Source: an optimization exercise on an open RTL-to-GDS flow (aim: small area). Production flows keep margins and buffers that such runs may drop.
Only simulation tests tie the RTL to the original design; equivalence was not proved.
Power is estimated from default activity; no workload was simulated.

## flow/design.v (module list and top-level ports; edited modules follow where they fit)
// module ipt_block: 837 lines
// module ipt_aoi222: 3 lines
// module ipt_aoi22: 3 lines
// module ipt_nand2: 3 lines
// module ipt_a21oi: 3 lines
// module ipt_o21ai: 3 lines
module ipt_block (
    input  wire         clk,
    input  wire         rst,
    input  wire         cmd_valid,
    input  wire [63:0]  cmd_word,
    output wire         cmd_ready,
    input  wire         tick,
    output reg          resp_valid,
    output reg  [31:0]  resp_data,
    output reg          invoke_valid,
    output wire [31:0]  invoke_ref,
    output wire [138:0] irq_en,
    output wire [416:0] irq_pri,
    output wire [3:0]   exc_en,
    output wire [20:0]  exc_pri
);
  // ...
==> flow/run.sh <==
#!/bin/bash
# synth_recipe.tcl (not shown) runs the flow's synth.tcl, then flattens the netlist and writes it again
# the make line also repeats each setting of config.mk as NAME=value (left out here)
make -C /OpenROAD-flow-scripts/flow DESIGN_CONFIG=/design/flow/config.mk WORK_HOME=/design/flow/orfs CLKGATE_MAP_FILE= SYNTH_SCRIPT=/design/flow/synth_recipe.tcl finish
==> flow/config.mk <==
export PLATFORM = sky130hd
export DESIGN_NAME = ipt_block
export DESIGN_NICKNAME = ipt_block
export VERILOG_FILES = /design/flow/design.v
export SDC_FILE = /design/flow/constraint.sdc
export NUM_CORES = 4
export LEC_CHECK = 0
export CAP_MARGIN = 20
export CORE_MARGIN = 2
export CORE_UTILIZATION = 45
export CTS_BUF_LIST = sky130_fd_sc_hd__clkbuf_8
export CTS_CLUSTER_DIAMETER = 60
export CTS_CLUSTER_SIZE = 16
export SLEW_MARGIN = 20
export SYNTH_HIERARCHICAL = 1
==> flow/constraint.sdc <==
create_clock -name core_clock -period 8.0 [get_ports {clk}]
set_input_delay 1.6000 -clock core_clock [delete_from_list [all_inputs] [get_ports {clk}]]
set_output_delay 1.6000 -clock core_clock [all_outputs]
set_load 0.01 [all_outputs]
==> key figures, run 1 <==
Global routing
  – Maximum number of pins on one net before global-route repair: 140
  – Total grt overflow: 0
  – Met2 GRT Util: about two thirds
  – First-pass GRT wire length: approximately 190000 µm
  – Met3 routing resource usage after global routing: between 10% and 20%

Cells and area
  – Final core area utilization: between 60 and 70%
  – Share of the final layout cell area in sequential cells: between 50% and 60%
  – Register Area: around 0.021 mm²
  – Clock buffer and inverter area fraction after layout: under 10%
  – Final Net Count: between 2k and 3k
  – Post-route non-filler standard cell count: about 3.7k

STA
  – PnR worst setup slack: between 2 and 2.5 ns
  – Achievable Freq: 170 MHz
  – Post-route worst hold slack: ~0.53 ns
  – Clock skew after layout: ~0.037 ns
  – Least-Margin Pin Slew: around 1.2 ns

Floorplanning
  – Initial core utilization: ~46%

CTS
  – TritonCTS clock tree: yes
  – Clock insertion delay at the later pin of the skew report: approximately 0.73 ns

Drt
  – Count of routing violations after the opening detailed-route iteration: 4617
  – Met1 layer wirelength in the final routing: roughly 47000 µm
  – Average routed wire per standard cell: ~38 µm

Pwr
  – Highest-power group: sequential cells
  – Peak supply drop: about 150 µV

Yosys
  – Post-synthesis area per instance: roughly 14 µm²
  – Yosys synthesis warning count: 7
  – Number of standard cells after synthesis: between 2k and 2.5k

Setup path
  – Worst r2r src: cur[0]
  – Critical path capture point type: register
  – Crit path DAT: roughly 6.4 ns

Status
  – Outcome: no timing/DRC/antenna violations

Placement
  – Cell count after placement: ~3.6k

Min path
  – Hold Path Origin: en[137]
==> run 2, diff against run 1 <==
--- a/flow/design.v
+++ b/flow/design.v
@@ -73,20 +73,24 @@
         end
         for (gi = 0; gi < 16; gi = gi + 1) begin : g_lo
             assign lo_dec[gi] = (fa[3:0] == gi) | rst;
         end
     endgenerate
     wire [8:0] hi_en  = {9{c_enirq | c_disirq}} & hi_dec | {9{rst}};
     wire [8:0] hi_pri = {9{c_setirqpri}} & hi_dec | {9{rst}};
     wire       d_en   = c_enirq & ~rst;
+    wire [8:0]  n_hi_en  = ~hi_en;
+    wire [8:0]  n_hi_pri = ~hi_pri;
+    wire [15:0] n_lo     = ~lo_dec;
     generate
         for (gi = 0; gi < NIRQ; gi = gi + 1) begin : g_row
-            wire we_en  = hi_en[gi/16]  & lo_dec[gi%16];
-            wire we_pri = hi_pri[gi/16] & lo_dec[gi%16];
+            wire we_en, we_pri;
+            ipt_nor2 u_we_en  (.a(n_hi_en[gi/16]),  .b(n_lo[gi%16]), .y(we_en));
+            ipt_nor2 u_we_pri (.a(n_hi_pri[gi/16]), .b(n_lo[gi%16]), .y(we_pri));
             always @(posedge clk) begin
                 if (we_en)  en[gi]          <= d_en;
                 if (we_pri) ipri[3*gi +: 3] <= d_pri;
             end
         end
     endgenerate
     wire c_exc = c_enexc | c_disexc;
     wire k3 = (fa == 8'd3), k4 = (fa == 8'd4), k5 = (fa == 8'd5);
@@ -148,34 +152,20 @@
                 assign w5[gi] = p ^ cq[gi];
                 ipt_a21oi u_c (.a1(p), .a2(cq[gi]), .b1(g), .y(cq[gi+1]));
             end else begin : g_even
                 assign w5[gi] = ~(p ^ cq[gi]);
                 ipt_o21ai u_c (.a1(~p), .a2(cq[gi]), .b1(~g), .y(cq[gi+1]));
             end
         end
     endgenerate
-    wire [23:0] rz;
     wire [22:0] rdec;
-    assign rz[0] = 1'b1;
-    generate
-        for (gi = 0; gi < 23; gi = gi + 1) begin : g_rdec
-            assign rz[gi+1] = rz[gi] & ~rl[gi];
-            assign rdec[gi] = rl[gi] ^ rz[gi];
-        end
-    endgenerate
-    wire [24:0] cz;                
     wire [23:0] cdec;
-    assign cz[0] = 1'b1;
-    generate
-        for (gi = 0; gi < 24; gi = gi + 1) begin : g_cz
-            assign cz[gi+1] = cz[gi] & ~cur[gi];
-            assign cdec[gi] = cur[gi] ^ cz[gi];
-        end
-    endgenerate
+    ipt_dec #(.N(23)) u_rdec (.x(rl),  .d(rdec));
+    ipt_dec #(.N(24)) u_cdec (.x(cur), .d(cdec));
     wire hi_zero  = ~(|cur[23:2]);
     wire cur_zero = ~cur_v | (hi_zero & ~cur[1] & cur[0]);      
     wire cur_one  = cur_v & hi_zero & cur[1] & ~cur[0];         
     wire c_load   = c_tinit | c_tbusywait;
     wire poll_end = bw_poll & t_count;
     wire c_clear  = c_tdeinit | poll_end;       
     wire exc9     = c_exc & k9;
     wire en_k   = c_tstart ? 1'b1 : (c_tstop ? 1'b0 : t_enable);
@@ -286,18 +276,21 @@
     ipt_aoi222 u_l0_0_7 (.a1(gsel[21]), .a2(ipri[252]), .b1(gsel[22]), .b2(ipri[264]), .c1(gsel[23]), .c2(ipri[276]), .y(l0_0_7));
     wire l0_0_8;
     ipt_aoi222 u_l0_0_8 (.a1(gsel[24]), .a2(ipri[288]), .b1(gsel[25]), .b2(ipri[300]), .c1(gsel[26]), .c2(ipri[312]), .y(l0_0_8));
     wire l0_0_9;
     ipt_aoi222 u_l0_0_9 (.a1(gsel[27]), .a2(ipri[324]), .b1(gsel[28]), .b2(ipri[336]), .c1(gsel[29]), .c2(ipri[348]), .y(l0_0_9));
     wire l0_0_10;
     ipt_aoi222 u_l0_0_10 (.a1(gsel[30]), .a2(ipri[360]), .b1(gsel[31]), .b2(ipri[372]), .c1(gsel[32]), .c2(ipri[384]), .y(l0_0_10));
     wire l0_0_11;
-    ipt_aoi22 u_l0_0_11 (.a1(gsel[33]), .a2(ipri[396]), .b1(gsel[34]), .b2(ipri[408]), .y(l0_0_11));
-    assign lane0[0] = ~(l0_0_0 & l0_0_1 & l0_0_2 & l0_0_3 & l0_0_4 & l0_0_5 & l0_0_6 & l0_0_7 & l0_0_8 & l0_0_9 & l0_0_10 & l0_0_11);
+    wire l0_0_11_0;
+    ipt_nand2 u_l0_0_11_0 (.a(gsel[33]), .b(ipri[396]), .y(l0_0_11_0));
+    wire l0_0_11_1;
+    ipt_nand2 u_l0_0_11_1 (.a(gsel[34]), .b(ipri[408]), .y(l0_0_11_1));
+    assign lane0[0] = ~(l0_0_0 & l0_0_1 & l0_0_2 & l0_0_3 & l0_0_4 & l0_0_5 & l0_0_6 & l0_0_7 & l0_0_8 & l0_0_9 & l0_0_10 & l0_0_11_0 & l0_0_11_1);
     wire l0_1_0;
     ipt_aoi222 u_l0_1_0 (.a1(gsel[0]), .a2(ipri[1]), .b1(gsel[1]), .b2(ipri[13]), .c1(gsel[2]), .c2(ipri[25]), .y(l0_1_0));
     wire l0_1_1;
     ipt_aoi222 u_l0_1_1 (.a1(gsel[3]), .a2(ipri[37]), .b1(gsel[4]), .b2(ipri[49]), .c1(gsel[5]), .c2(ipri[61]), .y(l0_1_1));
     wire l0_1_2;
     ipt_aoi222 u_l0_1_2 (.a1(gsel[6]), .a2(ipri[73]), .b1(gsel[7]), .b2(ipri[85]), .c1(gsel[8]), .c2(ipri[97]), .y(l0_1_2));
     wire l0_1_3;
     ipt_aoi222 u_l0_1_3 (.a1(gsel[9]), .a2(ipri[109]), .b1(gsel[10]), .b2(ipri[121]), .c1(gsel[11]), .c2(ipri[133]), .y(l0_1_3));
@@ -311,18 +304,21 @@
     ipt_aoi222 u_l0_1_7 (.a1(gsel[21]), .a2(ipri[253]), .b1(gsel[22]), .b2(ipri[265]), .c1(gsel[23]), .c2(ipri[277]), .y(l0_1_7));
     wire l0_1_8;
     ipt_aoi222 u_l0_1_8 (.a1(gsel[24]), .a2(ipri[289]), .b1(gsel[25]), .b2(ipri[301]), .c1(gsel[26]), .c2(ipri[313]), .y(l0_1_8));
     wire l0_1_9;
     ipt_aoi222 u_l0_1_9 (.a1(gsel[27]), .a2(ipri[325]), .b1(gsel[28]), .b2(ipri[337]), .c1(gsel[29]), .c2(ipri[349]), .y(l0_1_9));
     wire l0_1_10;
     ipt_aoi222 u_l0_1_10 (.a1(gsel[30]), .a2(ipri[361]), .b1(gsel[31]), .b2(ipri[373]), .c1(gsel[32]), .c2(ipri[385]), .y(l0_1_10));
     wire l0_1_11;
-    ipt_aoi22 u_l0_1_11 (.a1(gsel[33]), .a2(ipri[397]), .b1(gsel[34]), .b2(ipri[409]), .y(l0_1_11));
-    assign lane0[1] = ~(l0_1_0 & l0_1_1 & l0_1_2 & l0_1_3 & l0_1_4 & l0_1_5 & l0_1_6 & l0_1_7 & l0_1_8 & l0_1_9 & l0_1_10 & l0_1_11);
+    wire l0_1_11_0;
+    ipt_nand2 u_l0_1_11_0 (.a(gsel[33]), .b(ipri[397]), .y(l0_1_11_0));
+    wire l0_1_11_1;
+    ipt_nand2 u_l0_1_11_1 (.a(gsel[34]), .b(ipri[409]), .y(l0_1_11_1));
+    assign lane0[1] = ~(l0_1_0 & l0_1_1 & l0_1_2 & l0_1_3 & l0_1_4 & l0_1_5 & l0_1_6 & l0_1_7 & l0_1_8 & l0_1_9 & l0_1_10 & l0_1_11_0 & l0_1_11_1);
     wire l0_2_0;
     ipt_aoi222 u_l0_2_0 (.a1(gsel[0]), .a2(ipri[2]), .b1(gsel[1]), .b2(ipri[14]), .c1(gsel[2]), .c2(ipri[26]), .y(l0_2_0));
     wire l0_2_1;
     ipt_aoi222 u_l0_2_1 (.a1(gsel[3]), .a2(ipri[38]), .b1(gsel[4]), .b2(ipri[50]), .c1(gsel[5]), .c2(ipri[62]), .y(l0_2_1));
     wire l0_2_2;
     ipt_aoi222 u_l0_2_2 (.a1(gsel[6]), .a2(ipri[74]), .b1(gsel[7]), .b2(ipri[86]), .c1(gsel[8]), .c2(ipri[98]), .y(l0_2_2));
     wire l0_2_3;
     ipt_aoi222 u_l0_2_3 (.a1(gsel[9]), .a2(ipri[110]), .b1(gsel[10]), .b2(ipri[122]), .c1(gsel[11]), .c2(ipri[134]), .y(l0_2_3));
@@ -336,18 +332,21 @@
     ipt_aoi222 u_l0_2_7 (.a1(gsel[21]), .a2(ipri[254]), .b1(gsel[22]), .b2(ipri[266]), .c1(gsel[23]), .c2(ipri[278]), .y(l0_2_7));
     wire l0_2_8;
     ipt_aoi222 u_l0_2_8 (.a1(gsel[24]), .a2(ipri[290]), .b1(gsel[25]), .b2(ipri[302]), .c1(gsel[26]), .c2(ipri[314]), .y(l0_2_8));
     wire l0_2_9;
     ipt_aoi222 u_l0_2_9 (.a1(gsel[27]), .a2(ipri[326]), .b1(gsel[28]), .b2(ipri[338]), .c1(gsel[29]), .c2(ipri[350]), .y(l0_2_9));
     wire l0_2_10;
     ipt_aoi222 u_l0_2_10 (.a1(gsel[30]), .a2(ipri[362]), .b1(gsel[31]), .b2(ipri[374]), .c1(gsel[32]), .c2(ipri[386]), .y(l0_2_10));
     wire l0_2_11;
-    ipt_aoi22 u_l0_2_11 (.a1(gsel[33]), .a2(ipri[398]), .b1(gsel[34]), .b2(ipri[410]), .y(l0_2_11));
-    assign lane0[2] = ~(l0_2_0 & l0_2_1 & l0_2_2 & l0_2_3 & l0_2_4 & l0_2_5 & l0_2_6 & l0_2_7 & l0_2_8 & l0_2_9 & l0_2_10 & l0_2_11);
+    wire l0_2_11_0;
+    ipt_nand2 u_l0_2_11_0 (.a(gsel[33]), .b(ipri[398]), .y(l0_2_11_0));
+    wire l0_2_11_1;
+    ipt_nand2 u_l0_2_11_1 (.a(gsel[34]), .b(ipri[410]), .y(l0_2_11_1));
+    assign lane0[2] = ~(l0_2_0 & l0_2_1 & l0_2_2 & l0_2_3 & l0_2_4 & l0_2_5 & l0_2_6 & l0_2_7 & l0_2_8 & l0_2_9 & l0_2_10 & l0_2_11_0 & l0_2_11_1);
     wire [2:0] lane1;
     wire l1_0_0;
     ipt_aoi222 u_l1_0_0 (.a1(gsel[0]), .a2(ipri[3]), .b1(gsel[1]), .b2(ipri[15]), .c1(gsel[2]), .c2(ipri[27]), .y(l1_0_0));
     wire l1_0_1;
     ipt_aoi222 u_l1_0_1 (.a1(gsel[3]), .a2(ipri[39]), .b1(gsel[4]), .b2(ipri[51]), .c1(gsel[5]), .c2(ipri[63]), .y(l1_0_1));
     wire l1_0_2;
     ipt_aoi222 u_l1_0_2 (.a1(gsel[6]), .a2(ipri[75]), .b1(gsel[7]), .b2(ipri[87]), .c1(gsel[8]), .c2(ipri[99]), .y(l1_0_2));
     wire l1_0_3;
@@ -362,18 +361,21 @@
     ipt_aoi222 u_l1_0_7 (.a1(gsel[21]), .a2(ipri[255]), .b1(gsel[22]), .b2(ipri[267]), .c1(gsel[23]), .c2(ipri[279]), .y(l1_0_7));
     wire l1_0_8;
     ipt_aoi222 u_l1_0_8 (.a1(gsel[24]), .a2(ipri[291]), .b1(gsel[25]), .b2(ipri[303]), .c1(gsel[26]), .c2(ipri[315]), .y(l1_0_8));
     wire l1_0_9;
     ipt_aoi222 u_l1_0_9 (.a1(gsel[27]), .a2(ipri[327]), .b1(gsel[28]), .b2(ipri[339]), .c1(gsel[29]), .c2(ipri[351]), .y(l1_0_9));
     wire l1_0_10;
     ipt_aoi222 u_l1_0_10 (.a1(gsel[30]), .a2(ipri[363]), .b1(gsel[31]), .b2(ipri[375]), .c1(gsel[32]), .c2(ipri[387]), .y(l1_0_10));
     wire l1_0_11;
-    ipt_aoi22 u_l1_0_11 (.a1(gsel[33]), .a2(ipri[399]), .b1(gsel[34]), .b2(ipri[411]), .y(l1_0_11));
-    assign lane1[0] = ~(l1_0_0 & l1_0_1 & l1_0_2 & l1_0_3 & l1_0_4 & l1_0_5 & l1_0_6 & l1_0_7 & l1_0_8 & l1_0_9 & l1_0_10 & l1_0_11);
+    wire l1_0_11_0;
+    ipt_nand2 u_l1_0_11_0 (.a(gsel[33]), .b(ipri[399]), .y(l1_0_11_0));
+    wire l1_0_11_1;
+    ipt_nand2 u_l1_0_11_1 (.a(gsel[34]), .b(ipri[411]), .y(l1_0_11_1));
+    assign lane1[0] = ~(l1_0_0 & l1_0_1 & l1_0_2 & l1_0_3 & l1_0_4 & l1_0_5 & l1_0_6 & l1_0_7 & l1_0_8 & l1_0_9 & l1_0_10 & l1_0_11_0 & l1_0_11_1);
     wire l1_1_0;
     ipt_aoi222 u_l1_1_0 (.a1(gsel[0]), .a2(ipri[4]), .b1(gsel[1]), .b2(ipri[16]), .c1(gsel[2]), .c2(ipri[28]), .y(l1_1_0));
     wire l1_1_1;
     ipt_aoi222 u_l1_1_1 (.a1(gsel[3]), .a2(ipri[40]), .b1(gsel[4]), .b2(ipri[52]), .c1(gsel[5]), .c2(ipri[64]), .y(l1_1_1));
     wire l1_1_2;
     ipt_aoi222 u_l1_1_2 (.a1(gsel[6]), .a2(ipri[76]), .b1(gsel[7]), .b2(ipri[88]), .c1(gsel[8]), .c2(ipri[100]), .y(l1_1_2));
     wire l1_1_3;
     ipt_aoi222 u_l1_1_3 (.a1(gsel[9]), .a2(ipri[112]), .b1(gsel[10]), .b2(ipri[124]), .c1(gsel[11]), .c2(ipri[136]), .y(l1_1_3));
@@ -387,18 +389,21 @@
     ipt_aoi222 u_l1_1_7 (.a1(gsel[21]), .a2(ipri[256]), .b1(gsel[22]), .b2(ipri[268]), .c1(gsel[23]), .c2(ipri[280]), .y(l1_1_7));
     wire l1_1_8;
     ipt_aoi222 u_l1_1_8 (.a1(gsel[24]), .a2(ipri[292]), .b1(gsel[25]), .b2(ipri[304]), .c1(gsel[26]), .c2(ipri[316]), .y(l1_1_8));
     wire l1_1_9;
     ipt_aoi222 u_l1_1_9 (.a1(gsel[27]), .a2(ipri[328]), .b1(gsel[28]), .b2(ipri[340]), .c1(gsel[29]), .c2(ipri[352]), .y(l1_1_9));
     wire l1_1_10;
     ipt_aoi222 u_l1_1_10 (.a1(gsel[30]), .a2(ipri[364]), .b1(gsel[31]), .b2(ipri[376]), .c1(gsel[32]), .c2(ipri[388]), .y(l1_1_10));
     wire l1_1_11;
-    ipt_aoi22 u_l1_1_11 (.a1(gsel[33]), .a2(ipri[400]), .b1(gsel[34]), .b2(ipri[412]), .y(l1_1_11));
-    assign lane1[1] = ~(l1_1_0 & l1_1_1 & l1_1_2 & l1_1_3 & l1_1_4 & l1_1_5 & l1_1_6 & l1_1_7 & l1_1_8 & l1_1_9 & l1_1_10 & l1_1_11);
+    wire l1_1_11_0;
+    ipt_nand2 u_l1_1_11_0 (.a(gsel[33]), .b(ipri[400]), .y(l1_1_11_0));
+    wire l1_1_11_1;
+    ipt_nand2 u_l1_1_11_1 (.a(gsel[34]), .b(ipri[412]), .y(l1_1_11_1));
+    assign lane1[1] = ~(l1_1_0 & l1_1_1 & l1_1_2 & l1_1_3 & l1_1_4 & l1_1_5 & l1_1_6 & l1_1_7 & l1_1_8 & l1_1_9 & l1_1_10 & l1_1_11_0 & l1_1_11_1);
     wire l1_2_0;
     ipt_aoi222 u_l1_2_0 (.a1(gsel[0]), .a2(ipri[5]), .b1(gsel[1]), .b2(ipri[17]), .c1(gsel[2]), .c2(ipri[29]), .y(l1_2_0));
     wire l1_2_1;
     ipt_aoi222 u_l1_2_1 (.a1(gsel[3]), .a2(ipri[41]), .b1(gsel[4]), .b2(ipri[53]), .c1(gsel[5]), .c2(ipri[65]), .y(l1_2_1));
     wire l1_2_2;
     ipt_aoi222 u_l1_2_2 (.a1(gsel[6]), .a2(ipri[77]), .b1(gsel[7]), .b2(ipri[89]), .c1(gsel[8]), .c2(ipri[101]), .y(l1_2_2));
     wire l1_2_3;
     ipt_aoi222 u_l1_2_3 (.a1(gsel[9]), .a2(ipri[113]), .b1(gsel[10]), .b2(ipri[125]), .c1(gsel[11]), .c2(ipri[137]), .y(l1_2_3));
@@ -412,18 +417,21 @@
     ipt_aoi222 u_l1_2_7 (.a1(gsel[21]), .a2(ipri[257]), .b1(gsel[22]), .b2(ipri[269]), .c1(gsel[23]), .c2(ipri[281]), .y(l1_2_7));
     wire l1_2_8;
     ipt_aoi222 u_l1_2_8 (.a1(gsel[24]), .a2(ipri[293]), .b1(gsel[25]), .b2(ipri[305]), .c1(gsel[26]), .c2(ipri[317]), .y(l1_2_8));
     wire l1_2_9;
     ipt_aoi222 u_l1_2_9 (.a1(gsel[27]), .a2(ipri[329]), .b1(gsel[28]), .b2(ipri[341]), .c1(gsel[29]), .c2(ipri[353]), .y(l1_2_9));
     wire l1_2_10;
     ipt_aoi222 u_l1_2_10 (.a1(gsel[30]), .a2(ipri[365]), .b1(gsel[31]), .b2(ipri[377]), .c1(gsel[32]), .c2(ipri[389]), .y(l1_2_10));
     wire l1_2_11;
-    ipt_aoi22 u_l1_2_11 (.a1(gsel[33]), .a2(ipri[401]), .b1(gsel[34]), .b2(ipri[413]), .y(l1_2_11));
-    assign lane1[2] = ~(l1_2_0 & l1_2_1 & l1_2_2 & l1_2_3 & l1_2_4 & l1_2_5 & l1_2_6 & l1_2_7 & l1_2_8 & l1_2_9 & l1_2_10 & l1_2_11);
+    wire l1_2_11_0;
+    ipt_nand2 u_l1_2_11_0 (.a(gsel[33]), .b(ipri[401]), .y(l1_2_11_0));
+    wire l1_2_11_1;
+    ipt_nand2 u_l1_2_11_1 (.a(gsel[34]), .b(ipri[413]), .y(l1_2_11_1));
+    assign lane1[2] = ~(l1_2_0 & l1_2_1 & l1_2_2 & l1_2_3 & l1_2_4 & l1_2_5 & l1_2_6 & l1_2_7 & l1_2_8 & l1_2_9 & l1_2_10 & l1_2_11_0 & l1_2_11_1);
     wire [2:0] lane2;
     wire l2_0_0;
     ipt_aoi222 u_l2_0_0 (.a1(gsel[0]), .a2(ipri[6]), .b1(gsel[1]), .b2(ipri[18]), .c1(gsel[2]), .c2(ipri[30]), .y(l2_0_0));
     wire l2_0_1;
     ipt_aoi222 u_l2_0_1 (.a1(gsel[3]), .a2(ipri[42]), .b1(gsel[4]), .b2(ipri[54]), .c1(gsel[5]), .c2(ipri[66]), .y(l2_0_1));
     wire l2_0_2;
     ipt_aoi222 u_l2_0_2 (.a1(gsel[6]), .a2(ipri[78]), .b1(gsel[7]), .b2(ipri[90]), .c1(gsel[8]), .c2(ipri[102]), .y(l2_0_2));
     wire l2_0_3;
@@ -438,18 +446,21 @@
     ipt_aoi222 u_l2_0_7 (.a1(gsel[21]), .a2(ipri[258]), .b1(gsel[22]), .b2(ipri[270]), .c1(gsel[23]), .c2(ipri[282]), .y(l2_0_7));
     wire l2_0_8;
     ipt_aoi222 u_l2_0_8 (.a1(gsel[24]), .a2(ipri[294]), .b1(gsel[25]), .b2(ipri[306]), .c1(gsel[26]), .c2(ipri[318]), .y(l2_0_8));
     wire l2_0_9;
     ipt_aoi222 u_l2_0_9 (.a1(gsel[27]), .a2(ipri[330]), .b1(gsel[28]), .b2(ipri[342]), .c1(gsel[29]), .c2(ipri[354]), .y(l2_0_9));
     wire l2_0_10;
     ipt_aoi222 u_l2_0_10 (.a1(gsel[30]), .a2(ipri[366]), .b1(gsel[31]), .b2(ipri[378]), .c1(gsel[32]), .c2(ipri[390]), .y(l2_0_10));
     wire l2_0_11;
-    ipt_aoi22 u_l2_0_11 (.a1(gsel[33]), .a2(ipri[402]), .b1(gsel[34]), .b2(ipri[414]), .y(l2_0_11));
-    assign lane2[0] = ~(l2_0_0 & l2_0_1 & l2_0_2 & l2_0_3 & l2_0_4 & l2_0_5 & l2_0_6 & l2_0_7 & l2_0_8 & l2_0_9 & l2_0_10 & l2_0_11);
+    wire l2_0_11_0;
+    ipt_nand2 u_l2_0_11_0 (.a(gsel[33]), .b(ipri[402]), .y(l2_0_11_0));
+    wire l2_0_11_1;
+    ipt_nand2 u_l2_0_11_1 (.a(gsel[34]), .b(ipri[414]), .y(l2_0_11_1));
+    assign lane2[0] = ~(l2_0_0 & l2_0_1 & l2_0_2 & l2_0_3 & l2_0_4 & l2_0_5 & l2_0_6 & l2_0_7 & l2_0_8 & l2_0_9 & l2_0_10 & l2_0_11_0 & l2_0_11_1);
     wire l2_1_0;
     ipt_aoi222 u_l2_1_0 (.a1(gsel[0]), .a2(ipri[7]), .b1(gsel[1]), .b2(ipri[19]), .c1(gsel[2]), .c2(ipri[31]), .y(l2_1_0));
     wire l2_1_1;
     ipt_aoi222 u_l2_1_1 (.a1(gsel[3]), .a2(ipri[43]), .b1(gsel[4]), .b2(ipri[55]), .c1(gsel[5]), .c2(ipri[67]), .y(l2_1_1));
     wire l2_1_2;
     ipt_aoi222 u_l2_1_2 (.a1(gsel[6]), .a2(ipri[79]), .b1(gsel[7]), .b2(ipri[91]), .c1(gsel[8]), .c2(ipri[103]), .y(l2_1_2));
     wire l2_1_3;
     ipt_aoi222 u_l2_1_3 (.a1(gsel[9]), .a2(ipri[115]), .b1(gsel[10]), .b2(ipri[127]), .c1(gsel[11]), .c2(ipri[139]), .y(l2_1_3));
@@ -463,18 +474,21 @@
     ipt_aoi222 u_l2_1_7 (.a1(gsel[21]), .a2(ipri[259]), .b1(gsel[22]), .b2(ipri[271]), .c1(gsel[23]), .c2(ipri[283]), .y(l2_1_7));
     wire l2_1_8;
     ipt_aoi222 u_l2_1_8 (.a1(gsel[24]), .a2(ipri[295]), .b1(gsel[25]), .b2(ipri[307]), .c1(gsel[26]), .c2(ipri[319]), .y(l2_1_8));
     wire l2_1_9;
     ipt_aoi222 u_l2_1_9 (.a1(gsel[27]), .a2(ipri[331]), .b1(gsel[28]), .b2(ipri[343]), .c1(gsel[29]), .c2(ipri[355]), .y(l2_1_9));
     wire l2_1_10;
     ipt_aoi222 u_l2_1_10 (.a1(gsel[30]), .a2(ipri[367]), .b1(gsel[31]), .b2(ipri[379]), .c1(gsel[32]), .c2(ipri[391]), .y(l2_1_10));
     wire l2_1_11;
-    ipt_aoi22 u_l2_1_11 (.a1(gsel[33]), .a2(ipri[403]), .b1(gsel[34]), .b2(ipri[415]), .y(l2_1_11));
-    assign lane2[1] = ~(l2_1_0 & l2_1_1 & l2_1_2 & l2_1_3 & l2_1_4 & l2_1_5 & l2_1_6 & l2_1_7 & l2_1_8 & l2_1_9 & l2_1_10 & l2_1_11);
+    wire l2_1_11_0;
+    ipt_nand2 u_l2_1_11_0 (.a(gsel[33]), .b(ipri[403]), .y(l2_1_11_0));
+    wire l2_1_11_1;
+    ipt_nand2 u_l2_1_11_1 (.a(gsel[34]), .b(ipri[415]), .y(l2_1_11_1));
+    assign lane2[1] = ~(l2_1_0 & l2_1_1 & l2_1_2 & l2_1_3 & l2_1_4 & l2_1_5 & l2_1_6 & l2_1_7 & l2_1_8 & l2_1_9 & l2_1_10 & l2_1_11_0 & l2_1_11_1);
     wire l2_2_0;
     ipt_aoi222 u_l2_2_0 (.a1(gsel[0]), .a2(ipri[8]), .b1(gsel[1]), .b2(ipri[20]), .c1(gsel[2]), .c2(ipri[32]), .y(l2_2_0));
     wire l2_2_1;
     ipt_aoi222 u_l2_2_1 (.a1(gsel[3]), .a2(ipri[44]), .b1(gsel[4]), .b2(ipri[56]), .c1(gsel[5]), .c2(ipri[68]), .y(l2_2_1));
     wire l2_2_2;
     ipt_aoi222 u_l2_2_2 (.a1(gsel[6]), .a2(ipri[80]), .b1(gsel[7]), .b2(ipri[92]), .c1(gsel[8]), .c2(ipri[104]), .y(l2_2_2));
     wire l2_2_3;
     ipt_aoi222 u_l2_2_3 (.a1(gsel[9]), .a2(ipri[116]), .b1(gsel[10]), .b2(ipri[128]), .c1(gsel[11]), .c2(ipri[140]), .y(l2_2_3));
@@ -488,18 +502,21 @@
     ipt_aoi222 u_l2_2_7 (.a1(gsel[21]), .a2(ipri[260]), .b1(gsel[22]), .b2(ipri[272]), .c1(gsel[23]), .c2(ipri[284]), .y(l2_2_7));
     wire l2_2_8;
     ipt_aoi222 u_l2_2_8 (.a1(gsel[24]), .a2(ipri[296]), .b1(gsel[25]), .b2(ipri[308]), .c1(gsel[26]), .c2(ipri[320]), .y(l2_2_8));
     wire l2_2_9;
     ipt_aoi222 u_l2_2_9 (.a1(gsel[27]), .a2(ipri[332]), .b1(gsel[28]), .b2(ipri[344]), .c1(gsel[29]), .c2(ipri[356]), .y(l2_2_9));
     wire l2_2_10;
     ipt_aoi222 u_l2_2_10 (.a1(gsel[30]), .a2(ipri[368]), .b1(gsel[31]), .b2(ipri[380]), .c1(gsel[32]), .c2(ipri[392]), .y(l2_2_10));
     wire l2_2_11;
-    ipt_aoi22 u_l2_2_11 (.a1(gsel[33]), .a2(ipri[404]), .b1(gsel[34]), .b2(ipri[416]), .y(l2_2_11));
-    assign lane2[2] = ~(l2_2_0 & l2_2_1 & l2_2_2 & l2_2_3 & l2_2_4 & l2_2_5 & l2_2_6 & l2_2_7 & l2_2_8 & l2_2_9 & l2_2_10 & l2_2_11);
+    wire l2_2_11_0;
+    ipt_nand2 u_l2_2_11_0 (.a(gsel[33]), .b(ipri[404]), .y(l2_2_11_0));
+    wire l2_2_11_1;
+    ipt_nand2 u_l2_2_11_1 (.a(gsel[34]), .b(ipri[416]), .y(l2_2_11_1));
+    assign lane2[2] = ~(l2_2_0 & l2_2_1 & l2_2_2 & l2_2_3 & l2_2_4 & l2_2_5 & l2_2_6 & l2_2_7 & l2_2_8 & l2_2_9 & l2_2_10 & l2_2_11_0 & l2_2_11_1);
     wire [2:0] lane3;
     wire l3_0_0;
     ipt_aoi222 u_l3_0_0 (.a1(gsel[0]), .a2(ipri[9]), .b1(gsel[1]), .b2(ipri[21]), .c1(gsel[2]), .c2(ipri[33]), .y(l3_0_0));
     wire l3_0_1;
     ipt_aoi222 u_l3_0_1 (.a1(gsel[3]), .a2(ipri[45]), .b1(gsel[4]), .b2(ipri[57]), .c1(gsel[5]), .c2(ipri[69]), .y(l3_0_1));
     wire l3_0_2;
     ipt_aoi222 u_l3_0_2 (.a1(gsel[6]), .a2(ipri[81]), .b1(gsel[7]), .b2(ipri[93]), .c1(gsel[8]), .c2(ipri[105]), .y(l3_0_2));
     wire l3_0_3;
@@ -578,20 +595,23 @@
     ipt_aoi222 u_r0_1 (.a1(esel[3]), .a2(en[96]), .b1(esel[4]), .b2(en[128]), .c1(gl[0]), .c2(lane0[0]), .y(r0_1));
     wire r0_2;
     ipt_aoi222 u_r0_2 (.a1(gl[1]), .a2(lane1[0]), .b1(gl[2]), .b2(lane2[0]), .c1(gl[3]), .c2(lane3[0]), .y(r0_2));
     wire r0_3;
     ipt_aoi222 u_r0_3 (.a1(kx[0]), .a2(xpri[0]), .b1(kx[1]), .b2(xpri[3]), .c1(kx[2]), .c2(xpri[6]), .y(r0_3));
     wire r0_4;
     ipt_aoi222 u_r0_4 (.a1(kx[3]), .a2(xpri[9]), .b1(kx[4]), .b2(xpri[12]), .c1(kx[5]), .c2(xpri[15]), .y(r0_4));
     wire r0_5;
-    ipt_aoi222 u_r0_5 (.a1(kx[6]), .a2(xpri[18]), .b1(s50), .b2(t_enable), .c1(s51), .c2(1'b1), .y(r0_5));
+    ipt_aoi222 u_r0_5 (.a1(kx[6]), .a2(xpri[18]), .b1(s50), .b2(t_enable), .c1(s52), .c2(cdec[0]), .y(r0_5));
     wire r0_6;
-    ipt_aoi222 u_r0_6 (.a1(s52), .a2(cdec[0]), .b1(s60), .b2(cb[0]), .c1(s61), .c2(gie), .y(r0_6));
-    assign rd_word[0] = ~(r0_0 & r0_1 & r0_2 & r0_3 & r0_4 & r0_5 & r0_6);
+    wire r0_6_0;
+    ipt_nand2 u_r0_6_0 (.a(s60), .b(cb[0]), .y(r0_6_0));
+    wire r0_6_1;
+    ipt_nand2 u_r0_6_1 (.a(s61), .b(gie), .y(r0_6_1));
+    assign rd_word[0] = ~(~s51 & r0_0 & r0_1 & r0_2 & r0_3 & r0_4 & r0_5 & r0_6_0 & r0_6_1);
     wire r1_0;
     ipt_aoi222 u_r1_0 (.a1(esel[0]), .a2(en[1]), .b1(esel[1]), .b2(en[33]), .c1(esel[2]), .c2(en[65]), .y(r1_0));
     wire r1_1;
     ipt_aoi222 u_r1_1 (.a1(esel[3]), .a2(en[97]), .b1(esel[4]), .b2(en[129]), .c1(gl[0]), .c2(lane0[1]), .y(r1_1));
     wire r1_2;
     ipt_aoi222 u_r1_2 (.a1(gl[1]), .a2(lane1[1]), .b1(gl[2]), .b2(lane2[1]), .c1(gl[3]), .c2(lane3[1]), .y(r1_2));
     wire r1_3;
     ipt_aoi222 u_r1_3 (.a1(kx[0]), .a2(xpri[1]), .b1(kx[1]), .b2(xpri[4]), .c1(kx[2]), .c2(xpri[7]), .y(r1_3));
@@ -617,73 +637,97 @@
     wire r2_6;
     ipt_aoi222 u_r2_6 (.a1(s52), .a2(cdec[2]), .b1(s60), .b2(cb[2]), .c1(s61), .c2(stat_pend), .y(r2_6));
     assign rd_word[2] = ~(r2_0 & r2_1 & r2_2 & r2_3 & r2_4 & r2_5 & r2_6);
     wire r3_0;
     ipt_aoi222 u_r3_0 (.a1(esel[0]), .a2(en[3]), .b1(esel[1]), .b2(en[35]), .c1(esel[2]), .c2(en[67]), .y(r3_0));
     wire r3_1;
     ipt_aoi222 u_r3_1 (.a1(esel[3]), .a2(en[99]), .b1(esel[4]), .b2(en[131]), .c1(s51), .c2(rdec[2]), .y(r3_1));
     wire r3_2;
-    ipt_aoi22 u_r3_2 (.a1(s52), .a2(cdec[3]), .b1(s60), .b2(cb[3]), .y(r3_2));
-    assign rd_word[3] = ~(r3_0 & r3_1 & r3_2);
+    wire r3_2_0;
+    ipt_nand2 u_r3_2_0 (.a(s52), .b(cdec[3]), .y(r3_2_0));
+    wire r3_2_1;
+    ipt_nand2 u_r3_2_1 (.a(s60), .b(cb[3]), .y(r3_2_1));
+    assign rd_word[3] = ~(r3_0 & r3_1 & r3_2_0 & r3_2_1);
     wire r4_0;
     ipt_aoi222 u_r4_0 (.a1(esel[0]), .a2(en[4]), .b1(esel[1]), .b2(en[36]), .c1(esel[2]), .c2(en[68]), .y(r4_0));
     wire r4_1;
     ipt_aoi222 u_r4_1 (.a1(esel[3]), .a2(en[100]), .b1(esel[4]), .b2(en[132]), .c1(s51), .c2(rdec[3]), .y(r4_1));
     wire r4_2;
-    ipt_aoi22 u_r4_2 (.a1(s52), .a2(cdec[4]), .b1(s60), .b2(cb[4]), .y(r4_2));
-    assign rd_word[4] = ~(r4_0 & r4_1 & r4_2);
+    wire r4_2_0;
+    ipt_nand2 u_r4_2_0 (.a(s52), .b(cdec[4]), .y(r4_2_0));
+    wire r4_2_1;
+    ipt_nand2 u_r4_2_1 (.a(s60), .b(cb[4]), .y(r4_2_1));
+    assign rd_word[4] = ~(r4_0 & r4_1 & r4_2_0 & r4_2_1);
     wire r5_0;
     ipt_aoi222 u_r5_0 (.a1(esel[0]), .a2(en[5]), .b1(esel[1]), .b2(en[37]), .c1(esel[2]), .c2(en[69]), .y(r5_0));
     wire r5_1;
     ipt_aoi222 u_r5_1 (.a1(esel[3]), .a2(en[101]), .b1(esel[4]), .b2(en[133]), .c1(rd_ipr), .c2(lane0[0]), .y(r5_1));
     wire r5_2;
     ipt_aoi222 u_r5_2 (.a1(s41), .a2(xpri[0]), .b1(s43), .b2(xpri[12]), .c1(s51), .c2(rdec[4]), .y(r5_2));
     wire r5_3;
-    ipt_aoi22 u_r5_3 (.a1(s52), .a2(cdec[5]), .b1(s60), .b2(cb[5]), .y(r5_3));
-    assign rd_word[5] = ~(r5_0 & r5_1 & r5_2 & r5_3);
+    wire r5_3_0;
+    ipt_nand2 u_r5_3_0 (.a(s52), .b(cdec[5]), .y(r5_3_0));
+    wire r5_3_1;
+    ipt_nand2 u_r5_3_1 (.a(s60), .b(cb[5]), .y(r5_3_1));
+    assign rd_word[5] = ~(r5_0 & r5_1 & r5_2 & r5_3_0 & r5_3_1);
     wire r6_0;
     ipt_aoi222 u_r6_0 (.a1(esel[0]), .a2(en[6]), .b1(esel[1]), .b2(en[38]), .c1(esel[2]), .c2(en[70]), .y(r6_0));
     wire r6_1;
     ipt_aoi222 u_r6_1 (.a1(esel[3]), .a2(en[102]), .b1(esel[4]), .b2(en[134]), .c1(rd_ipr), .c2(lane0[1]), .y(r6_1));
     wire r6_2;
     ipt_aoi222 u_r6_2 (.a1(s41), .a2(xpri[1]), .b1(s43), .b2(xpri[13]), .c1(s51), .c2(rdec[5]), .y(r6_2));
     wire r6_3;
-    ipt_aoi22 u_r6_3 (.a1(s52), .a2(cdec[6]), .b1(s60), .b2(cb[6]), .y(r6_3));
-    assign rd_word[6] = ~(r6_0 & r6_1 & r6_2 & r6_3);
+    wire r6_3_0;
+    ipt_nand2 u_r6_3_0 (.a(s52), .b(cdec[6]), .y(r6_3_0));
+    wire r6_3_1;
+    ipt_nand2 u_r6_3_1 (.a(s60), .b(cb[6]), .y(r6_3_1));
+    assign rd_word[6] = ~(r6_0 & r6_1 & r6_2 & r6_3_0 & r6_3_1);
     wire r7_0;
     ipt_aoi222 u_r7_0 (.a1(esel[0]), .a2(en[7]), .b1(esel[1]), .b2(en[39]), .c1(esel[2]), .c2(en[71]), .y(r7_0));
     wire r7_1;
     ipt_aoi222 u_r7_1 (.a1(esel[3]), .a2(en[103]), .b1(esel[4]), .b2(en[135]), .c1(rd_ipr), .c2(lane0[2]), .y(r7_1));
     wire r7_2;
     ipt_aoi222 u_r7_2 (.a1(s41), .a2(xpri[2]), .b1(s43), .b2(xpri[14]), .c1(s51), .c2(rdec[6]), .y(r7_2));
     wire r7_3;
-    ipt_aoi22 u_r7_3 (.a1(s52), .a2(cdec[7]), .b1(s60), .b2(cb[7]), .y(r7_3));
-    assign rd_word[7] = ~(r7_0 & r7_1 & r7_2 & r7_3);
+    wire r7_3_0;
+    ipt_nand2 u_r7_3_0 (.a(s52), .b(cdec[7]), .y(r7_3_0));
+    wire r7_3_1;
+    ipt_nand2 u_r7_3_1 (.a(s60), .b(cb[7]), .y(r7_3_1));
+    assign rd_word[7] = ~(r7_0 & r7_1 & r7_2 & r7_3_0 & r7_3_1);
     wire r8_0;
     ipt_aoi222 u_r8_0 (.a1(esel[0]), .a2(en[8]), .b1(esel[1]), .b2(en[40]), .c1(esel[2]), .c2(en[72]), .y(r8_0));
     wire r8_1;
     ipt_aoi222 u_r8_1 (.a1(esel[3]), .a2(en[104]), .b1(esel[4]), .b2(en[136]), .c1(s51), .c2(rdec[7]), .y(r8_1));
     wire r8_2;
-    ipt_aoi22 u_r8_2 (.a1(s52), .a2(cdec[8]), .b1(s60), .b2(cb[8]), .y(r8_2));
-    assign rd_word[8] = ~(r8_0 & r8_1 & r8_2);
+    wire r8_2_0;
+    ipt_nand2 u_r8_2_0 (.a(s52), .b(cdec[8]), .y(r8_2_0));
+    wire r8_2_1;
+    ipt_nand2 u_r8_2_1 (.a(s60), .b(cb[8]), .y(r8_2_1));
+    assign rd_word[8] = ~(r8_0 & r8_1 & r8_2_0 & r8_2_1);
     wire r9_0;
     ipt_aoi222 u_r9_0 (.a1(esel[0]), .a2(en[9]), .b1(esel[1]), .b2(en[41]), .c1(esel[2]), .c2(en[73]), .y(r9_0));
     wire r9_1;
     ipt_aoi222 u_r9_1 (.a1(esel[3]), .a2(en[105]), .b1(esel[4]), .b2(en[137]), .c1(s51), .c2(rdec[8]), .y(r9_1));
     wire r9_2;
-    ipt_aoi22 u_r9_2 (.a1(s52), .a2(cdec[9]), .b1(s60), .b2(cb[9]), .y(r9_2));
-    assign rd_word[9] = ~(r9_0 & r9_1 & r9_2);
+    wire r9_2_0;
+    ipt_nand2 u_r9_2_0 (.a(s52), .b(cdec[9]), .y(r9_2_0));
+    wire r9_2_1;
+    ipt_nand2 u_r9_2_1 (.a(s60), .b(cb[9]), .y(r9_2_1));
+    assign rd_word[9] = ~(r9_0 & r9_1 & r9_2_0 & r9_2_1);
     wire r10_0;
     ipt_aoi222 u_r10_0 (.a1(esel[0]), .a2(en[10]), .b1(esel[1]), .b2(en[42]), .c1(esel[2]), .c2(en[74]), .y(r10_0));
     wire r10_1;
     ipt_aoi222 u_r10_1 (.a1(esel[3]), .a2(en[106]), .b1(esel[4]), .b2(en[138]), .c1(s51), .c2(rdec[9]), .y(r10_1));
     wire r10_2;
-    ipt_aoi22 u_r10_2 (.a1(s52), .a2(cdec[10]), .b1(s60), .b2(cb[10]), .y(r10_2));
-    assign rd_word[10] = ~(r10_0 & r10_1 & r10_2);
+    wire r10_2_0;
+    ipt_nand2 u_r10_2_0 (.a(s52), .b(cdec[10]), .y(r10_2_0));
+    wire r10_2_1;
+    ipt_nand2 u_r10_2_1 (.a(s60), .b(cb[10]), .y(r10_2_1));
+    assign rd_word[10] = ~(r10_0 & r10_1 & r10_2_0 & r10_2_1);
     wire r11_0;
     ipt_aoi222 u_r11_0 (.a1(esel[0]), .a2(en[11]), .b1(esel[1]), .b2(en[43]), .c1(esel[2]), .c2(en[75]), .y(r11_0));
     wire r11_1;
     ipt_aoi222 u_r11_1 (.a1(esel[3]), .a2(en[107]), .b1(s51), .b2(rdec[10]), .c1(s52), .c2(cdec[11]), .y(r11_1));
     wire r11_2;
     ipt_nand2 u_r11_2 (.a(s60), .b(cb[11]), .y(r11_2));
     assign rd_word[11] = ~(r11_0 & r11_1 & r11_2);
     wire r12_0;
@@ -721,25 +765,31 @@
     wire r16_2;
     ipt_aoi222 u_r16_2 (.a1(s51), .a2(rdec[15]), .b1(s52), .b2(cdec[16]), .c1(s60), .c2(cb[16]), .y(r16_2));
     assign rd_word[16] = ~(r16_0 & r16_1 & r16_2);
     wire r17_0;
     ipt_aoi222 u_r17_0 (.a1(esel[0]), .a2(en[17]), .b1(esel[1]), .b2(en[49]), .c1(esel[2]), .c2(en[81]), .y(r17_0));
     wire r17_1;
     ipt_aoi222 u_r17_1 (.a1(esel[3]), .a2(en[113]), .b1(s40), .b2(shc[1]), .c1(s51), .c2(rdec[16]), .y(r17_1));
     wire r17_2;
-    ipt_aoi22 u_r17_2 (.a1(s52), .a2(cdec[17]), .b1(s60), .b2(cb[17]), .y(r17_2));
-    assign rd_word[17] = ~(r17_0 & r17_1 & r17_2);
+    wire r17_2_0;
+    ipt_nand2 u_r17_2_0 (.a(s52), .b(cdec[17]), .y(r17_2_0));
+    wire r17_2_1;
+    ipt_nand2 u_r17_2_1 (.a(s60), .b(cb[17]), .y(r17_2_1));
+    assign rd_word[17] = ~(r17_0 & r17_1 & r17_2_0 & r17_2_1);
     wire r18_0;
     ipt_aoi222 u_r18_0 (.a1(esel[0]), .a2(en[18]), .b1(esel[1]), .b2(en[50]), .c1(esel[2]), .c2(en[82]), .y(r18_0));
     wire r18_1;
     ipt_aoi222 u_r18_1 (.a1(esel[3]), .a2(en[114]), .b1(s40), .b2(shc[2]), .c1(s51), .c2(rdec[17]), .y(r18_1));
     wire r18_2;
-    ipt_aoi22 u_r18_2 (.a1(s52), .a2(cdec[18]), .b1(s60), .b2(cb[18]), .y(r18_2));
-    assign rd_word[18] = ~(r18_0 & r18_1 & r18_2);
+    wire r18_2_0;
+    ipt_nand2 u_r18_2_0 (.a(s52), .b(cdec[18]), .y(r18_2_0));
+    wire r18_2_1;
+    ipt_nand2 u_r18_2_1 (.a(s60), .b(cb[18]), .y(r18_2_1));
+    assign rd_word[18] = ~(r18_0 & r18_1 & r18_2_0 & r18_2_1);
     wire r19_0;
     ipt_aoi222 u_r19_0 (.a1(esel[0]), .a2(en[19]), .b1(esel[1]), .b2(en[51]), .c1(esel[2]), .c2(en[83]), .y(r19_0));
     wire r19_1;
     ipt_aoi222 u_r19_1 (.a1(esel[3]), .a2(en[115]), .b1(s51), .b2(rdec[18]), .c1(s52), .c2(cdec[19]), .y(r19_1));
     wire r19_2;
     ipt_nand2 u_r19_2 (.a(s60), .b(cb[19]), .y(r19_2));
     assign rd_word[19] = ~(r19_0 & r19_1 & r19_2);
     wire r20_0;
@@ -774,79 +824,123 @@
     wire r23_2;
     ipt_aoi222 u_r23_2 (.a1(s43), .a2(xpri[17]), .b1(s51), .b2(rdec[22]), .c1(s52), .c2(cdec[23]), .y(r23_2));
     wire r23_3;
     ipt_nand2 u_r23_3 (.a(s60), .b(cb[23]), .y(r23_3));
     assign rd_word[23] = ~(r23_0 & r23_1 & r23_2 & r23_3);
     wire r24_0;
     ipt_aoi222 u_r24_0 (.a1(esel[0]), .a2(en[24]), .b1(esel[1]), .b2(en[56]), .c1(esel[2]), .c2(en[88]), .y(r24_0));
     wire r24_1;
-    ipt_aoi22 u_r24_1 (.a1(esel[3]), .a2(en[120]), .b1(s60), .b2(cb[24]), .y(r24_1));
-    assign rd_word[24] = ~(r24_0 & r24_1);
+    wire r24_1_0;
+    ipt_nand2 u_r24_1_0 (.a(esel[3]), .b(en[120]), .y(r24_1_0));
+    wire r24_1_1;
+    ipt_nand2 u_r24_1_1 (.a(s60), .b(cb[24]), .y(r24_1_1));
+    assign rd_word[24] = ~(r24_0 & r24_1_0 & r24_1_1);
     wire r25_0;
     ipt_aoi222 u_r25_0 (.a1(esel[0]), .a2(en[25]), .b1(esel[1]), .b2(en[57]), .c1(esel[2]), .c2(en[89]), .y(r25_0));
     wire r25_1;
-    ipt_aoi22 u_r25_1 (.a1(esel[3]), .a2(en[121]), .b1(s60), .b2(cb[25]), .y(r25_1));
-    assign rd_word[25] = ~(r25_0 & r25_1);
+    wire r25_1_0;
+    ipt_nand2 u_r25_1_0 (.a(esel[3]), .b(en[121]), .y(r25_1_0));
+    wire r25_1_1;
+    ipt_nand2 u_r25_1_1 (.a(s60), .b(cb[25]), .y(r25_1_1));
+    assign rd_word[25] = ~(r25_0 & r25_1_0 & r25_1_1);
     wire r26_0;
     ipt_aoi222 u_r26_0 (.a1(esel[0]), .a2(en[26]), .b1(esel[1]), .b2(en[58]), .c1(esel[2]), .c2(en[90]), .y(r26_0));
     wire r26_1;
-    ipt_aoi22 u_r26_1 (.a1(esel[3]), .a2(en[122]), .b1(s60), .b2(cb[26]), .y(r26_1));
-    assign rd_word[26] = ~(r26_0 & r26_1);
+    wire r26_1_0;
+    ipt_nand2 u_r26_1_0 (.a(esel[3]), .b(en[122]), .y(r26_1_0));
+    wire r26_1_1;
+    ipt_nand2 u_r26_1_1 (.a(s60), .b(cb[26]), .y(r26_1_1));
+    assign rd_word[26] = ~(r26_0 & r26_1_0 & r26_1_1);
     wire r27_0;
     ipt_aoi222 u_r27_0 (.a1(esel[0]), .a2(en[27]), .b1(esel[1]), .b2(en[59]), .c1(esel[2]), .c2(en[91]), .y(r27_0));
     wire r27_1;
-    ipt_aoi22 u_r27_1 (.a1(esel[3]), .a2(en[123]), .b1(s60), .b2(cb[27]), .y(r27_1));
-    assign rd_word[27] = ~(r27_0 & r27_1);
+    wire r27_1_0;
+    ipt_nand2 u_r27_1_0 (.a(esel[3]), .b(en[123]), .y(r27_1_0));
+    wire r27_1_1;
+    ipt_nand2 u_r27_1_1 (.a(s60), .b(cb[27]), .y(r27_1_1));
+    assign rd_word[27] = ~(r27_0 & r27_1_0 & r27_1_1);
     wire r28_0;
     ipt_aoi222 u_r28_0 (.a1(esel[0]), .a2(en[28]), .b1(esel[1]), .b2(en[60]), .c1(esel[2]), .c2(en[92]), .y(r28_0));
     wire r28_1;
-    ipt_aoi22 u_r28_1 (.a1(esel[3]), .a2(en[124]), .b1(s60), .b2(cb[28]), .y(r28_1));
-    assign rd_word[28] = ~(r28_0 & r28_1);
+    wire r28_1_0;
+    ipt_nand2 u_r28_1_0 (.a(esel[3]), .b(en[124]), .y(r28_1_0));
+    wire r28_1_1;
+    ipt_nand2 u_r28_1_1 (.a(s60), .b(cb[28]), .y(r28_1_1));
+    assign rd_word[28] = ~(r28_0 & r28_1_0 & r28_1_1);
     wire r29_0;
     ipt_aoi222 u_r29_0 (.a1(esel[0]), .a2(en[29]), .b1(esel[1]), .b2(en[61]), .c1(esel[2]), .c2(en[93]), .y(r29_0));
     wire r29_1;
     ipt_aoi222 u_r29_1 (.a1(esel[3]), .a2(en[125]), .b1(rd_ipr), .b2(lane3[0]), .c1(s42), .c2(xpri[9]), .y(r29_1));
     wire r29_2;
-    ipt_aoi22 u_r29_2 (.a1(s43), .a2(xpri[18]), .b1(s60), .b2(cb[29]), .y(r29_2));
-    assign rd_word[29] = ~(r29_0 & r29_1 & r29_2);
+    wire r29_2_0;
+    ipt_nand2 u_r29_2_0 (.a(s43), .b(xpri[18]), .y(r29_2_0));
+    wire r29_2_1;
+    ipt_nand2 u_r29_2_1 (.a(s60), .b(cb[29]), .y(r29_2_1));
+    assign rd_word[29] = ~(r29_0 & r29_1 & r29_2_0 & r29_2_1);
     wire r30_0;
     ipt_aoi222 u_r30_0 (.a1(esel[0]), .a2(en[30]), .b1(esel[1]), .b2(en[62]), .c1(esel[2]), .c2(en[94]), .y(r30_0));
     wire r30_1;
     ipt_aoi222 u_r30_1 (.a1(esel[3]), .a2(en[126]), .b1(rd_ipr), .b2(lane3[1]), .c1(s42), .c2(xpri[10]), .y(r30_1));
     wire r30_2;
-    ipt_aoi22 u_r30_2 (.a1(s43), .a2(xpri[19]), .b1(s60), .b2(cb[30]), .y(r30_2));
-    assign rd_word[30] = ~(r30_0 & r30_1 & r30_2);
+    wire r30_2_0;
+    ipt_nand2 u_r30_2_0 (.a(s43), .b(xpri[19]), .y(r30_2_0));
+    wire r30_2_1;
+    ipt_nand2 u_r30_2_1 (.a(s60), .b(cb[30]), .y(r30_2_1));
+    assign rd_word[30] = ~(r30_0 & r30_1 & r30_2_0 & r30_2_1);
     wire r31_0;
     ipt_aoi222 u_r31_0 (.a1(esel[0]), .a2(en[31]), .b1(esel[1]), .b2(en[63]), .c1(esel[2]), .c2(en[95]), .y(r31_0));
     wire r31_1;
     ipt_aoi222 u_r31_1 (.a1(esel[3]), .a2(en[127]), .b1(rd_ipr), .b2(lane3[2]), .c1(s42), .c2(xpri[11]), .y(r31_1));
     wire r31_2;
-    ipt_aoi22 u_r31_2 (.a1(s43), .a2(xpri[20]), .b1(s60), .b2(cb[31]), .y(r31_2));
-    assign rd_word[31] = ~(r31_0 & r31_1 & r31_2);
+    wire r31_2_0;
+    ipt_nand2 u_r31_2_0 (.a(s43), .b(xpri[20]), .y(r31_2_0));
+    wire r31_2_1;
+    ipt_nand2 u_r31_2_1 (.a(s60), .b(cb[31]), .y(r31_2_1));
+    assign rd_word[31] = ~(r31_0 & r31_1 & r31_2_0 & r31_2_1);
     always @(posedge clk) begin
         if (rst)
             resp_valid <= 1'b0;
         else
             resp_valid <= c_getirqpri | c_getexcpri | c_rdreg;
         resp_data <= rd_word;
     end
     assign cmd_ready = ~bw_poll;
     assign irq_en    = en;
     assign irq_pri   = ipri;
     assign exc_en    = {t_inten, shc};
     assign exc_pri   = xpri;
 endmodule
 module ipt_aoi222 (input wire a1, a2, b1, b2, c1, c2, output wire y);
     assign y = ~((a1 & a2) | (b1 & b2) | (c1 & c2));
 endmodule
-module ipt_aoi22 (input wire a1, a2, b1, b2, output wire y);
-    assign y = ~((a1 & a2) | (b1 & b2));
-endmodule
 module ipt_nand2 (input wire a, b, output wire y);
     assign y = ~(a & b);
 endmodule
 module ipt_a21oi (input wire a1, a2, b1, output wire y);
     assign y = ~((a1 & a2) | b1);
 endmodule
 module ipt_o21ai (input wire a1, a2, b1, output wire y);
     assign y = ~((a1 | a2) & b1);
 endmodule
+module ipt_dec #(parameter integer N = 8) (input wire [N-1:0] x, output wire [N-1:0] d);
+    wire [N:0] zq;
+    assign d[0]  = ~x[0];
+    assign zq[1] = x[0];           
+    genvar i;
+    generate
+        for (i = 1; i < N; i = i + 1) begin : g_b
+            if (i % 2 == 1) begin : g_odd
+                assign d[i] = ~(x[i] ^ zq[i]);
+                ipt_nor2 u_z (.a(zq[i]), .b(x[i]), .y(zq[i+1]));
+            end else begin : g_even
+                assign d[i] = x[i] ^ zq[i];
+                ipt_nand2b u_z (.an(x[i]), .b(zq[i]), .y(zq[i+1]));
+            end
+        end
+    endgenerate
+endmodule
+module ipt_nor2 (input wire a, b, output wire y);
+    assign y = ~(a | b);
+endmodule
+module ipt_nand2b (input wire an, b, output wire y);
+    assign y = ~(~an & b);
+endmodule
==> flow/flow/run.sh (new file) <==
#!/bin/bash
# Standard ORFS layout (the standard.sh) with these changes: ports are
# buffered with the smallest buffer cell, and clock tree synthesis uses
# clkbuf_8 cells in clusters of at most 14 sinks, with no dummy loads.
set -euo pipefail
bash standard.sh synth > synth_make.log 2>&1
bash standard.sh \
  "BUFFER_PORTS_ARGS=-buffer_cell sky130_fd_sc_hd__buf_1" \
  "CTS_ARGS=-sink_clustering_enable -repair_clock_nets -dont_use_dummy_load -buf_list sky130_fd_sc_hd__clkbuf_8 -sink_clustering_size 14 -sink_clustering_max_diameter 60" \
  finish > layout_make.log 2>&1
==> flow/standard.sh (new file) <==
#!/bin/bash
# synth_recipe.tcl (not shown) runs the flow's synth.tcl, then flattens the netlist and writes it again
# the make line also repeats each setting of config.mk as NAME=value (left out here)
make -C /OpenROAD-flow-scripts/flow DESIGN_CONFIG=/design/flow/config.mk WORK_HOME=/design/flow/orfs CLKGATE_MAP_FILE= SYNTH_SCRIPT=/design/flow/synth_recipe.tcl "${@:-finish}"
==> flow/config.mk (replaced) <==
export PLATFORM = sky130hd
export DESIGN_NAME = ipt_block
export DESIGN_NICKNAME = ipt_block
export VERILOG_FILES = /design/flow/design.v
export SDC_FILE = /design/flow/constraint.sdc
export NUM_CORES = 4
export LEC_CHECK = 0
export CAP_MARGIN = 20
export CORE_MARGIN = 2
export CORE_UTILIZATION = 45
export SLEW_MARGIN = 20
export SYNTH_HIERARCHICAL = 1
removed: flow/run.sh
==> run 2 against run 1 <==
Against the previous run: register-to-register slack better by 1.1 ns; sequential share of layout area up 8.1 points; fmax increased by 6.6%; sequential power fell by 0.9%; area after synthesis shrank 2.2%; worst setup slack better by 0.36 ns; non-clock buffer count grew 10; via count is 1.4% lower; sequential cell count stayed put; first-iteration DRC count grew 6.3%.
==> key figures, run 2 <==
Drt
  – Count of routing violations after the opening detailed-route iteration: 4908 (was 4617)
  – Routed Antenna Nets: 0 (unchanged)
  – Number of remaining DRC errors: 0 (unchanged)
  – Total number of vias: 24.5k (was 24.8k)
  – Average routed wire per standard cell: 36.0 µm (was 37.5 µm)
  – Post-Route WL: 132000 µm (was 139000 µm)

Setup path
  – Critical path buffer and inverter count: 3 (unchanged)
  – Ordered cell list for the critical path: buf_1, or2_2, inv_1, nand3_1, o22ai_1, buf_4, a222oi_1, nand4_1, or4_1, a222oi_1, nand4_1, or3_1 (was clkdlybuf4s50_1, buf_4, or2_2, clkinv_1, and3_1, nand2_1, mux2i_1, and2_1, a222oi_1, nand4_1, or3_1, a222oi_1, nand4_1)
  – Cell at the slowest stage of the critical path: sky130_fd_sc_hd__or4_1 (was sky130_fd_sc_hd__or3_1)
  – Worst path max stage delay: 0.75 ns (was 0.60 ns)
  – Worst r2r src: cur[1] (was cur[0])
  – Critical path capture point type: register (unchanged)
  – Largest delay share family, worst path: simple AND/OR/NAND/NOR gates (unchanged)
  – Maximum fanout count along the critical path: 24 (was 20)
  – Critical path launch point type: primary input (unchanged)
  – Crit path from: cmd_word[58] (unchanged)
  – Crit path DAT: 6.08 ns (was 6.44 ns)
  – Type of the setup path with the least slack: primary input to register (unchanged)

STA
  – Least-Margin Pin Slew: 1.18 ns (was 1.23 ns)
  – Final setup viols: 0 (unchanged)
  – RSZ-0062 raised after global routing: no (unchanged)
  – Number of max-slew violations in the final report: 0 (unchanged)
  – Fin. Hold Viols: 0 (unchanged)
  – Achievable Freq: 182 MHz (was 170 MHz)
  – Clock skew after layout: 0.0778 ns (was 0.0372 ns)
  – Setup TNS: 0 ns (unchanged)

Global routing
  – Met3 routing resource usage after global routing: 10.1% (was 11.9%)
  – Maximum number of pins on one net before global-route repair: 100 (was 140)
  – First-pass GRT wire length: 182000 µm (was 188000 µm)
  – Total grt overflow: 0 (unchanged)
  – Fraction of met1 tracks used by global routing: 47.3% (was 48.1%)
  – Antenna violations before repair: 5 (was 9)
  – Top Usage Layer GRT: met2 (unchanged)
  – Total track usage: 38.8% (was 39.9%)
  – Met2 GRT Util: 63.9% (was 65.2%)

CTS
  – Clock transition at path regs: 0.09 ns (was 0.11 ns)
  – TritonCTS clock tree: yes (unchanged)
  – Post-CTS setup buffer count: 0 (unchanged)
  – Clock tree root buffer cell: sky130_fd_sc_hd__clkbuf_8 (unchanged)
  – Post-cts gate resize count: 0 (unchanged)
  – Number of clock sinks seen by CTS: 704 (unchanged)
  – Depth of the CTS H-tree: 2 (unchanged)
  – Clock insertion delay at the later pin of the skew report: 0.72 ns (was 0.73 ns)
  – TritonCTS buffer count: 60 (was 57)

Yosys
  – Number of distinct library cells after synthesis: 56 (was 61)
  – Post-synthesis area per instance: 14.2 µm² (was 14.3 µm²)
  – Dominant synthesized flop cell: sky130_fd_sc_hd__edfxtp_1 (unchanged)
  – Number of standard cells after synthesis: 2031 (was 2067)
  – Async set or reset register ratio after synthesis: 0% (unchanged)
  – Number of nets produced by synthesis: 2119 (was 2198)
  – Most common cell in the netlist: sky130_fd_sc_hd__edfxtp_1 (unchanged)
  – Post-synth top area share: 68.5% (was 67.0%)
  – Yosys synthesis warning count: 7 (unchanged)

Pwr
  – Leak Pwr: 10.5 nW (was 13.3 nW)
  – Power density over the cells: 208 mW/mm² (was 194 mW/mm²)
  – Clock Power Share: 25.9% (was 26.8%)
  – Peak supply drop: 168 µV (was 151 µV)
  – Total power of the final layout: 7.07 mW (was 7.60 mW)
  – Fraction of power spent switching nets: 27.6% (was 27.9%)
  – Part of the total power dissipated in combinational logic: 10.8% (was 13.7%)

Min path
  – Type of the most critical hold path: register to register (unchanged)
  – Hold Path Origin: st_pend (was en[137])

Cells and area
  – Final Net Count: 2915 (was 2943)
  – Most common cell after layout, fill and taps aside: sky130_fd_sc_hd__buf_1 (was sky130_fd_sc_hd__clkdlybuf4s50_1)
  – Layout cell share with drive strength beyond 1: 7.93% (was 9.17%)

Status
  – Outcome: no timing/DRC/antenna violations (unchanged)

Flow run
  – Max-cap violations: 0 (unchanged)

Floorplanning
  – I/O Pins: 716 (unchanged)
  – Initial core utilization: 45.6% (about the same)

Placement
  – Number of buffer cells added on primary ports: 715 (unchanged)
  – Half-perimeter wire length after placement: 98500 µm (was 105000 µm)
## run 2: final timing paths
check	slack, ns	endpoint	cells past startpoint
setup / recovery	2.49	resp_data[0]	12
hold reg to reg	0.49	st_pend	2
setup reg to reg	3.41	resp_data[23]	25
hold / removal	0.49	st_pend	2
## run 2: kinds of logic after synthesis
kind of cell,Yosys count,synth area share [%]
fa+ha+maj,20,0.868
simple gates,747,12.1
mux,35,1.36
compound gates,385,10.9
xor+xnor,67,2.04
buf+inv,73,0.994
flops,704,71.7
## run 2: metrics by stage
| step | utilization (%) | hold WS [ns] | cells | area (µm²) | setup WS [ns] |
|---|---|---|---|---|---|
| after floorplan | - | 0.438 | 2031 | 28800 | 0.968 |
| after global placement | 52.2 | 0.462 | 3607 | 33000 | 2.01 |
| after detailed placement | 52.3 | 0.469 | 3608 | 33000 | 1.87 |
| after CTS | 53.6 | 0.489 | 3668 | 33900 | 2.63 |
| after global routing | 53.7 | 0.516 | 3673 | 33900 | 2.24 |
| final | 53.7 | 0.492 | 3674 | 33900 | 2.49 |
## run 2: cell type report
cell class                      instances  area, µm²  area share, %
Multi-Input combinational cell       1254       8070           23.8
Timing Repair Buffer                  779       3200           9.43
Sequential cell                       704      20700           60.9
Clock buffer                           60        826           2.43
Tap cell                              846       1060           3.12
Antenna cell                            3       7.51         0.0221
Inverter                               28        105          0.310
## run 2: modules after synthesis, one instance, submodules excluded, a selection
module	copies in the design	flip-flops and latches	cell area, µm²	cells inside
ipt_nand2b	21	0	6.26	1
ipt_nor2	300	0	3.75	1
ipt_aoi222	215	0	10.0	1
ipt_o21ai	9	0	5.00	1
ipt_block	1	704	24600	1363
ipt_a21oi	10	0	8.76	1
ipt_nand2	66	0	3.75	1
## run 2: routing by layer
metal	vias up	part of all wire [%]
met4	4	6.0
li1	9772	-
met3	354	13
met1	12200	34
met5	-	0.013
met2	2140	48
## run 2: power groups by stage
| stage | combinational (mW) | sequential (mW) | clock [mW] |
|---|---|---|---|
| after global placement | 0.738 | 4.55 | 0 |
| final | 0.763 | 4.48 | 1.83 |
| after CTS | 0.746 | 4.47 | 1.83 |
| after global routing | 0.793 | 4.48 | 1.96 |
| after detailed placement | 0.744 | 4.55 | 0 |
| after floorplan | 0.231 | 4.57 | 0 |
## run 2: worst register-to-register path: stages, from the launching register on
cell	delay, ns
sky130_fd_sc_hd__edfxtp_1	0.46
sky130_fd_sc_hd__nor2_1	0.20
sky130_fd_sc_hd__nand2b_1	0.12
sky130_fd_sc_hd__nor2_1	0.19
sky130_fd_sc_hd__nand2b_1	0.12
sky130_fd_sc_hd__nor2_1	0.17
sky130_fd_sc_hd__nand2b_1	0.11
sky130_fd_sc_hd__nor2_1	0.17
sky130_fd_sc_hd__nand2b_1	0.11
sky130_fd_sc_hd__nor2_1	0.17
sky130_fd_sc_hd__nand2b_1	0.11
sky130_fd_sc_hd__nor2_1	0.18
sky130_fd_sc_hd__nand2b_1	0.12
sky130_fd_sc_hd__nor2_1	0.19
sky130_fd_sc_hd__nand2b_1	0.12
sky130_fd_sc_hd__nor2_1	0.19
sky130_fd_sc_hd__nand2b_1	0.13
sky130_fd_sc_hd__nor2_1	0.19
sky130_fd_sc_hd__nand2b_1	0.12
sky130_fd_sc_hd__nor2_1	0.18
sky130_fd_sc_hd__nand2b_1	0.11
sky130_fd_sc_hd__nor2_1	0.20
sky130_fd_sc_hd__nand2b_1	0.10
sky130_fd_sc_hd__xnor2_1	0.18
sky130_fd_sc_hd__a222oi_1	0.39
sky130_fd_sc_hd__nand4_1	0.15

separate check: timing with driven ports:
The flow's constraints put no driver on any port. The routed layouts listed below were extracted and timed again, unchanged, in two steps. Step 1: set_driving_cell puts a clkbuf_16 on clk and a buf_2 on each other input, an assumption about the parent block. Step 2 moves the port delays by t, midway between the first and last clock arrival at a register: inputs arrive t later, outputs are due t later. That takes back most of the time a late clock gives input paths. Slacks: ideal / step 1 / step 2; pairs: ideal / step 1.
run | t, ns | setup WS [ns] | slew at the worst register clock pin (ns) | cell pins on the clock port's net
run 1 | 0.774 | 2.133 / 2.164 / 1.389 | 0.11 / 0.11 | 1
run 2 | 0.742 | 2.495 / 2.476 / 1.734 | 0.10 / 0.10 | 1
After both steps every run listed still meets setup and hold. For run 2, which loses most, drivers alone change the setup slack by -0.019 ns; drivers and shift together by -0.761 ns.
